What follows belongs to an exercise in optimizing a design on an open flow for small area; a production flow would make more cautious choices.
Function was checked by simulation only, so behaviour that the tests miss may differ from the original.
Power is estimated from default activity; no workload was simulated.

== onyx ==
## mc_spe
module mc_spe (
    input  wire        clk,
    input  wire        rst,
    input  wire        tick,
    input  wire [1:0]  cfg_label,
    input  wire        cfg_in4,
    input  wire        cfg_out4,
    input  wire        rx_valid,
    input  wire [7:0]  rx_data,
    output wire        tx_valid,
    output wire [7:0]  tx_data,
    input  wire        tx_fail,
    output wire        drain_req,
    input  wire        drain_done,
    input  wire        drain_ok,
    output wire        rts,
    output wire        dtr,
    output wire        dsr,
    output wire        st_valid,
    output wire [31:0] st_mem,
    output wire [31:0] st_route,
    output wire [3:0]  st_in,
    output wire [3:0]  st_out,
    output wire        st_power,
    input  wire        req_valid,
    input  wire [2:0]  req_len,
    input  wire [31:0] req_chars,
    output wire        req_accept,
    output wire        log_valid,
    output wire [2:0]  log_code,
    output wire        err_write,
    output wire        err_drain,
    output wire        err_qfull,
    output wire        cfg_fault
);
Size in the first run: ~260 flip-flops, roughly 150 I/O pins, ~10,000 sq um of cells after synthesis.
export LEC_CHECK = 0
export CAP_MARGIN = 20
export CORE_MARGIN = 2
export CORE_UTILIZATION = 60
export CTS_BUF_LIST = sky130_fd_sc_hd__clkbuf_8
export CTS_CLUSTER_DIAMETER = 60
export CTS_CLUSTER_SIZE = 16
export PLACE_DENSITY = 0.7
export SLEW_MARGIN = 20
create_clock -name core_clock -period 10.0 [get_ports {clk}]
standard.sh (not shown) runs the stock make flow with config.mk's settings and CLKGATE_MAP_FILE= SYNTH_SCRIPT=/design/flow/synth_recipe.tcl, a recipe that flattens the netlist after the stock synthesis.
==> flow/flow/run.sh <==
#!/bin/bash
# The standard layout (standard synthesis unchanged), with the port buffers
# made from the smallest buffer cell instead of the one the resizer picks,
# and clock tree synthesis without dummy loads.
set -euo pipefail
bash standard.sh \
  "BUFFER_PORTS_ARGS=-buffer_cell sky130_fd_sc_hd__buf_1" \
  "CTS_ARGS=-sink_clustering_enable -repair_clock_nets -sink_clustering_size 16 -sink_clustering_max_diameter 60 -buf_list sky130_fd_sc_hd__clkbuf_8 -dont_use_dummy_load" \
  finish > standard_flow.log 2>&1
> inputs changed (onyx -> sierra)
Settings: clearing CTS_CLUSTER_SIZE, which used to be 16; swapping 20 for 5 in SLEW_MARGIN; clearing CTS_BUF_LIST, which used to be sky130_fd_sc_hd__clkbuf_8; clearing CTS_CLUSTER_DIAMETER, which used to be 60; swapping 20 for 5 in CAP_MARGIN.
[summary]
sierra went all the way through the flow, and no timing, DRC or antenna check failed. In terms of mean cell area of the mapped netlist, onyx and sierra differ only marginally. Going from onyx to sierra, total of fill cells in the finished design comparable, part of the total power dissipated in combinational logic has remained practically unchanged. On clock share of power, onyx and sierra are basically level.
Inputs modified between sierra and violet:
Settings: an added CTS_CLUSTER_DIAMETER of 60; an added CTS_CLUSTER_SIZE of 16; a change of SLEW_MARGIN from 5 to 20; a change of CAP_MARGIN from 5 to 20; an added CTS_BUF_LIST of sky130_fd_sc_hd__clkbuf_8.
==> flow/flow/run.sh <==
#!/bin/bash
# The standard layout (standard synthesis unchanged), with the port buffers
# made from the smallest buffer cell instead of the one the resizer picks.
set -euo pipefail
bash standard.sh \
  "BUFFER_PORTS_ARGS=-buffer_cell sky130_fd_sc_hd__buf_1" \
  finish > standard_flow.log 2>&1
[summary]
- violet: final period utilization lower than sierra
- In terms of worst hold slack, violet and sierra differ only marginally.
- Per the comparison of violet with sierra, clock share of power climbed 2.4 points, combinational fraction of design power dropped 0.2 points.
- Re sequential share of layout area: violet is 0.47 points down on sierra.
- For delay contributed by the slowest stage of the critical path, sierra and violet come out practically identical.
- Summary: slack of the critical path, violet better than sierra
- Between violet and sierra, it is violet whose share of cell area taken by multi-input logic gates is lower, by 0.23 points.
- Overall via count from detail_route of sierra is on par with violet.
#### Input delta (maple over violet)
-- flow/flow/run.sh --
<<< violet, line 3
# made from the smallest buffer cell instead of the one the resizer picks.
>>> maple, line 3
# made from the smallest buffer cell instead of the one the resizer picks,
# and clock tree synthesis without dummy loads.
<<< violet, line 7
>>> maple, line 8
  "CTS_ARGS=-sink_clustering_enable -repair_clock_nets -sink_clustering_size 16 -sink_clustering_max_diameter 60 -buf_list sky130_fd_sc_hd__clkbuf_8 -dont_use_dummy_load" \
  "RECOVER_POWER=100" \
## What came out
- The flow for maple finished, though final verification flagged max-capacitance violations, max-slew violations.
- Total power: maple better than violet
- The setup slack reported for maple is smaller than that of violet by 0.40 ns.
- ~same number of ordinary inverters in the final layout in maple and violet
- violet -> maple: maximum clock path buffer count delta 0, exact match

-- afterwards: timing with drivers on the ports --
No port has a modelled driver above. Below, the same layouts with a new extraction and two added sets of constraints. Step 1 assumes that a clkbuf_16 drives the clock port and a buf_2 every other input. Step 2 times the ports against the registers' clock, not the clock port: input delays grow and output delays shrink by t, the midpoint of the rising clock arrivals with the driver on. Slacks: ideal ports / drivers / drivers and shift; pairs: ideal ports / drivers.
| run | t, ns | setup WS [ns] | worst setup path at the end | latest minus earliest clock arrival (ns) | cell pins on the clock port's net |
|---|---|---|---|---|---|
| onyx | 0.538 | 4.164 / 4.145 / 4.145 | input to output | 0.069 / 0.069 | 1 |
| sierra | 0.538 | 4.164 / 4.145 / 4.145 | input to output | 0.069 / 0.069 | 1 |
| violet | 0.568 | 4.190 / 4.172 / 4.172 | input to output | 0.024 / 0.025 | 1 |
| maple | 0.541 | 3.795 / 3.816 / 3.274 | input to register | 0.069 / 0.069 | 1 |
For maple, which loses most, drivers alone change the setup slack by +0.021 ns; drivers and shift together by -0.521 ns.
